What follows belongs to an exercise in optimizing a design on an open flow for small area, a short achievable clock period and few clock cycles; a production flow would make more cautious choices. No activity file was given, so power comes from the tool's default toggle rates.

== build 86 ==
// st7032_encoder
module st7032_encoder (
    input  wire        clk,
    input  wire        rst,         
    input  wire        cmd_valid,
    output reg         cmd_ready,
    input  wire [15:0] cmd_word,
    input  wire [15:0] cmd_len,
    input  wire        pay_valid,
    output wire        pay_ready,
    input  wire [7:0]  pay_data,
    output reg         rsp_valid,
    output reg  [2:0]  rsp_result,
    output wire [7:0]  rsp_data,
    output wire [3:0]  rsp_step,
    output wire        ev_valid,
    input  wire        ev_ready,
    output wire [2:0]  ev_kind,
    output reg  [7:0]  ev_data,
    input  wire        ev_ok,
    input  wire [7:0]  ev_rdata
);
clock: 4.0 ns
lec_check: 0
cap_margin: 20
core_margin: 2
core_utilization: 40
setup_slack_margin: 1.5
slew_margin: 20
standard.sh (not shown) runs the stock make flow with config.mk's settings and CLKGATE_MAP_FILE= SYNTH_SCRIPT=/design/flow/synth_recipe.tcl, a recipe that flattens the netlist after the stock synthesis.
==> flow/flow/run.sh <==
#!/bin/bash
set -euo pipefail
cd "$(dirname "$0")/.."
export BUFFER_PORTS_ARGS="-buffer_cell sky130_fd_sc_hd__buf_1"
bash standard.sh finish > make_finish.log 2>&1
Build 86: flow completed, timing, DRC and antenna clean
diff inputs: build 86 => build 39
--- a/flow/design.v
+++ b/flow/design.v
@@ -213,35 +213,33 @@
         else if (init_bad)
             sf <= 1'b1;
     always @(posedge clk)
         if (rst)
             pm <= 1'b0;
         else if (acc)
             pm <= w_run && (w_op == 4'h3) && (cmd_len != 16'd0);
         else if (take)
             pm <= (c != 16'd1);
-    wire [16:0] bo;                       
-    assign bo[0] = take || init_adv;
-    genvar gi;
-    generate
-        for (gi = 0; gi < 16; gi = gi + 1) begin : g_borrow
-            assign bo[gi + 1] = bo[gi] && !c[gi];
-        end
-    endgenerate
-    always @(posedge clk)
-        c <= acc ? {cmd_len[15:4], (w_op == 4'h0) ? 4'hE : cmd_len[3:0]} : c ^ bo[15:0];
+    always @(posedge clk)
+        if (acc || take || init_adv)
+            c <= acc ? {cmd_len[15:4], (w_op == 4'h0) ? 4'hE : cmd_len[3:0]} : c - 16'd1;
     always @(posedge clk)
         if (acc)
             bv <= (w_op != 4'h3);
         else if (take || init_adv)
             bv <= 1'b1;
         else if (fire && in_wbyte)
             bv <= 1'b0;
-    wire b_hold = !(acc || take || init_adv || ld_rd || ld_ok);
-    always @(posedge clk)
-        b <= ({8{acc}}      & w_byte)    |
-             ({8{take}}     & pay_data)  |
-             ({8{init_adv}} & init_next) |
-             ({8{ld_rd}}    & rd_byte)   |
-             {7'b0, ld_ok & ev_ok}       |
-             ({8{b_hold}}   & b);
+    always @(posedge clk) begin
+        if (acc || take || init_adv || ld_rd)
+            b[7:1] <= ({7{acc}}      & w_byte[7:1])   |
+                      ({7{take}}     & pay_data[7:1]) |
+                      ({7{init_adv}} & init_next[7:1]) |
+                      ({7{ld_rd}}    & rd_byte[7:1]);
+        if (acc || take || init_adv || ld_rd || ld_ok)
+            b[0]   <= (acc      & w_byte[0])   |
+                      (take     & pay_data[0]) |
+                      (init_adv & init_next[0]) |
+                      (ld_rd    & rd_byte[0]) |
+                      (ld_ok    & ev_ok);
+    end
 endmodule
## What came out
- Compared with build 86, first-pass GRT wire length in build 39 decreased slightly.
- Cmp build 86 and build 39 / number of filler instances in the final layout / lower: build 86
- Global-route usage came out lower on build 39 than on build 86.
- Delay of the slowest cell on the worst path for build 39: 90 ps down relative to build 86
- Compared with build 86, build 39 shows fraction of the cycle the final worst path needs lower by 31 points.
- On power consumption: build 39 sits below build 86.
- Comparing build 86 and build 39, the lower gate count of the mapped netlist was measured on build 86.
- Clock period minus final worst setup slack in build 39 vs build 86: down 1230 ps
- Comparing build 86 and build 39, the higher cell depth of the worst setup path is on build 86.
- Iteration count of the initial detailed-routing pass: build 39 lower than build 86
- Summary: with build 86 as the reference, routed wire length per instance in build 39 moved up by a few percent.
- Summary of build 39 over build 86: post-layout worst setup margin shows an increase of 1230 ps; final area saw an increase; clock network fraction of total power now sits lower.
No functional check of the RTL was part of any run of this note.

========
Another version of the RTL of st7032_encoder (not shown whole).
Size in the first run: about 400 cells after synthesis, about 3300 um2 of cells after synthesis.
export LEC_CHECK = 0
export CAP_MARGIN = 20
export CORE_MARGIN = 2
export CORE_UTILIZATION = 40
export SETUP_SLACK_MARGIN = 1.8
export SLEW_MARGIN = 20
create_clock -name core_clock -period 4.0 [get_ports {clk}]
==> flow/flow/run.sh <==
#!/bin/bash
set -euo pipefail
cd "$(dirname "$0")/.."
export BUFFER_PORTS_ARGS="-buffer_cell sky130_fd_sc_hd__buf_1"
DU="sky130_fd_sc_hd__probe_p_8 sky130_fd_sc_hd__probec_p_8 sky130_fd_sc_hd__lpflow_bleeder_1 sky130_fd_sc_hd__lpflow_clkbufkapwr_1 sky130_fd_sc_hd__lpflow_clkbufkapwr_16 sky130_fd_sc_hd__lpflow_clkbufkapwr_2 sky130_fd_sc_hd__lpflow_clkbufkapwr_4 sky130_fd_sc_hd__lpflow_clkbufkapwr_8 sky130_fd_sc_hd__lpflow_clkinvkapwr_1 sky130_fd_sc_hd__lpflow_clkinvkapwr_16 sky130_fd_sc_hd__lpflow_clkinvkapwr_2 sky130_fd_sc_hd__lpflow_clkinvkapwr_4 sky130_fd_sc_hd__lpflow_clkinvkapwr_8 sky130_fd_sc_hd__lpflow_decapkapwr_12 sky130_fd_sc_hd__lpflow_decapkapwr_3 sky130_fd_sc_hd__lpflow_decapkapwr_4 sky130_fd_sc_hd__lpflow_decapkapwr_6 sky130_fd_sc_hd__lpflow_decapkapwr_8 sky130_fd_sc_hd__lpflow_inputiso0n_1 sky130_fd_sc_hd__lpflow_inputiso0p_1 sky130_fd_sc_hd__lpflow_inputiso1n_1 sky130_fd_sc_hd__lpflow_inputiso1p_1 sky130_fd_sc_hd__lpflow_inputisolatch_1 sky130_fd_sc_hd__lpflow_isobufsrc_1 sky130_fd_sc_hd__lpflow_isobufsrc_16 sky130_fd_sc_hd__lpflow_isobufsrc_2 sky130_fd_sc_hd__lpflow_isobufsrc_4 sky130_fd_sc_hd__lpflow_isobufsrc_8 sky130_fd_sc_hd__lpflow_isobufsrckapwr_16 sky130_fd_sc_hd__lpflow_lsbuf_lh_hl_isowell_tap_1 sky130_fd_sc_hd__lpflow_lsbuf_lh_hl_isowell_tap_2 sky130_fd_sc_hd__lpflow_lsbuf_lh_hl_isowell_tap_4 sky130_fd_sc_hd__lpflow_lsbuf_lh_isowell_4 sky130_fd_sc_hd__lpflow_lsbuf_lh_isowell_tap_1 sky130_fd_sc_hd__lpflow_lsbuf_lh_isowell_tap_2 sky130_fd_sc_hd__lpflow_lsbuf_lh_isowell_tap_4"
for c in or4_1 or4_2 or4_4 or4b_1 or4b_2 or4b_4 or4bb_1 or4bb_2 or4bb_4 nor4_1 nor4_2 nor4_4 nor4b_1 nor4b_2 nor4b_4 nor4bb_1 nor4bb_2 nor4bb_4 or3_1 or3_2 or3_4 or3b_1 or3b_2 or3b_4; do
  DU="$DU sky130_fd_sc_hd__$c"
done
bash standard.sh "DONT_USE_CELLS=$DU" finish > make_finish.log 2>&1
Rerun with:
--- a/flow/design.v
+++ b/flow/design.v
@@ -45,33 +45,33 @@
     localparam [6:0] S_END   = 7'd1 << I_END;
     localparam [6:0] S_REQ   = 7'd1 << I_REQ;
     localparam [6:0] S_WAIT  = 7'd1 << I_WAIT;
     reg [6:0]  st;          
     reg [3:0]  op;          
     reg        ready;       
     reg        lines2;      
     reg [7:0]  b;           
     reg [15:0] c;           
-    reg        pm;          
     reg        dv;          
     reg        sf;          
     wire busy = !cmd_ready;
+    wire idle = cmd_ready;
     wire is_init  = (op == 4'h0);
     wire is_avail = (op == 4'h1);
     wire is_pseq  = (op == 4'h3);
     wire is_data  = (op[3:1] == 3'b001);
     wire in_write = st[I_WSEL] || st[I_WBYTE];
     assign ev_kind   = {st[I_REQ] || st[I_WAIT],
                         in_write || st[I_END],
                         st[I_BEGIN] || st[I_END] || st[I_WAIT]};
     assign ev_data   = b;
-    reg        pmw, pmv;
-    assign pay_ready = (pmw && ev_ready) || pmv;
+    reg        pmw;
+    assign pay_ready = pmw && (ev_ready || !ev_valid);
     assign rsp_data  = b & {8{dv}};
     assign rsp_step  = ~c[3:0] & {4{sf}};
     wire [3:0] w_op = cmd_word[15:12];
     wire [2:0] w_f  = cmd_word[10:8];
     wire [7:0] w_a  = cmd_word[7:0];
     wire w_is2  = (w_op == 4'h2);
     wire w_isA  = (w_op == 4'hA);
     wire w_isB  = (w_op == 4'hB);
     wire w_is7  = (w_op == 4'h7);
@@ -140,19 +140,19 @@
     wire f_begin = fire && st[I_BEGIN];
     wire f_write = fire && in_write;
     wire f_end   = fire && st[I_END];
     wire f_req   = fire && st[I_REQ];
     wire f_wait  = fire && st[I_WAIT];
     wire f_wait1 = f_wait && b[1:0] == 2'd1;
     wire f_wait2 = f_wait && b[1:0] == 2'd2;
     wire f_wait3 = f_wait && b[1:0] == 2'd3;
     wire f_cbyte   = f_write && st[I_WSEL] && !is_pseq;
-    wire pay_wait  = f_write && !take && pm;
+    wire pay_wait  = f_write && !take && pmw;
     wire init_adv  = (f_wait1 && is_init && !err && !step1 && !step9) || f_wait2;
     wire init_bad  = f_wait1 && is_init && err;
     wire done = f_req || f_wait3 || (f_end && (is_avail || is_data)) ||
                 (f_wait1 && (!is_init || err));
     always @(posedge clk) begin
         if (rst) begin
             cmd_ready <= 1'b1;
             rsp_valid <= 1'b0;
         end else if (acc) begin
@@ -173,29 +173,29 @@
         else if (acc && w_init)
             ready <= 1'b0;
         else if (f_wait3)
             ready <= 1'b1;
     end
     always @(posedge clk)
         if (acc && w_init)
             lines2 <= w_f[0];
     always @(posedge clk)
-        if (acc)
+        if (idle)
             op <= w_op;
     always @(posedge clk)
-        if (acc)
+        if (idle)
             st <= w_st;
         else if (f_cfg || init_adv)
             st <= S_BEGIN;
         else if (f_begin)
             st <= is_avail ? S_END : S_WSEL;
         else if (f_write)
-            st <= (take || pm || f_cbyte) ? S_WBYTE : S_END;
+            st <= (take || pmw || f_cbyte) ? S_WBYTE : S_END;
         else if (f_end)
             st <= S_WAIT;
     always @(posedge clk)
         if (acc)
             rsp_result <= w_res;
         else if (f_req)
             rsp_result <= {!ev_ok, 2'b00};
         else if (f_end)
             rsp_result <= {1'b0, {2{!is_avail && !ev_ok}}};
@@ -205,38 +205,42 @@
         else if (f_req)
             dv <= ev_ok;
         else if (f_end)
             dv <= is_avail;
     always @(posedge clk)
         if (acc)
             sf <= 1'b0;
         else if (init_bad)
             sf <= 1'b1;
-    wire pm_n = rst ? 1'b0 : acc ? (w_run && (w_op == 4'h3) && (cmd_len != 16'd0)) :
-                take ? (c != 16'd1) : pm;
-    always @(posedge clk) begin
-        pm  <= pm_n;
-        pmw <= pm_n && !acc && (in_write || f_begin);
-        pmv <= pm_n && !v_n;
+    always @(posedge clk) begin
+        if (rst || idle)
+            pmw <= 1'b0;
+        else if (f_begin)
+            pmw <= is_pseq && (c != 16'd0);
+        else if (take)
+            pmw <= (c != 16'd1);
     end
     wire        dec = take || init_adv;
     wire [15:0] cz;                       
     assign cz[0] = 1'b1;
     genvar gi;
     generate
         for (gi = 1; gi < 16; gi = gi + 1) begin : g_cz
             assign cz[gi] = cz[gi - 1] && !c[gi - 1];
         end
     endgenerate
-    always @(posedge clk)
-        c <= acc ? ((w_op == 4'h3) ? cmd_len :
-                    {cmd_len[15:11], cmd_word[10:4], cmd_word[3:1] | {3{w_op == 4'h0}}, cmd_word[0]}) :
-                   c ^ (cz & {16{dec}});
+    wire [15:0] w_c = (w_op == 4'h3) ? cmd_len :
+                      {cmd_len[15:11], cmd_word[10:4], cmd_word[3:1] | {3{w_op == 4'h0}}, cmd_word[0]};
+    wire [15:0] c_dec = c ^ (cz & {16{dec}});
+    always @(posedge clk) begin
+        c[15:4] <= idle ? w_c[15:4] : c_dec[15:4];
+        c[3:0]  <= acc  ? w_c[3:0]  : c_dec[3:0];     
+    end
     wire ld_sel  = f_begin;
     wire ld_3e   = acc || init_adv;
     wire ld_w    = f_end;                 
     wire ld_w23  = f_wait1 && is_init && (step1 || step9);
     wire b_hold  = !(ld_3e || ld_sel || f_cbyte || take || ld_w || ld_w23 || f_req);
     always @(posedge clk)
         b <= ({8{ld_3e}}             & 8'h3E)                     |
              ({8{ld_sel}}            & {1'b0, is_data, 6'b0})     |
              ({8{f_cbyte}}           & cbyte)                     |
Effect:
- The changed run finished clean
- global-route usage went down by 2.0 points
- fmax decreases by 2.9%
- die area shrinks by 3.9%
- via count goes down by 2.1%
- setup slack got worse by 0.063 ns
- design area came out lower by 2.4%
- worst hold slack improved by 0.0058 ns
Function was not checked in any run of this note: the RTL went through the layout flow alone.

-- what the ideal ports hide --
Ports are ideal in the flow. The routed layouts listed here were re-timed in OpenROAD. Step 1 (the two cells are an assumption about what drives the block):
set clk [get_ports {clk}]
set_driving_cell -lib_cell sky130_fd_sc_hd__clkbuf_16 $clk
set_driving_cell -lib_cell sky130_fd_sc_hd__buf_2 [delete_from_list [all_inputs] $clk]
Step 2 times the ports against the registers' clock, not the clock port: input delays grow and output delays shrink by t, the midpoint of the rising clock arrivals with the driver on. Slacks: no drivers / after step 1 / after step 2; pairs: no drivers / after step 1.
run	shift t [ns]	slack for setup (ns)	worst setup path after step 2
build 86	0.331	0.282 / 0.282 / -0.005	input to register
build 39	0.326	1.510 / 1.480 / 1.294	input to register
the first run of note 2	0.334	1.883 / 1.849 / 1.560	input to register
the second run of note 2	0.326	1.820 / 1.795 / 1.551	input to register
Met with ideal ports but missed after step 2: setup timing in build 86. The setup slack of the first run of note 2, which loses most, moves by -0.034 ns with the drivers and by -0.323 ns with both steps.
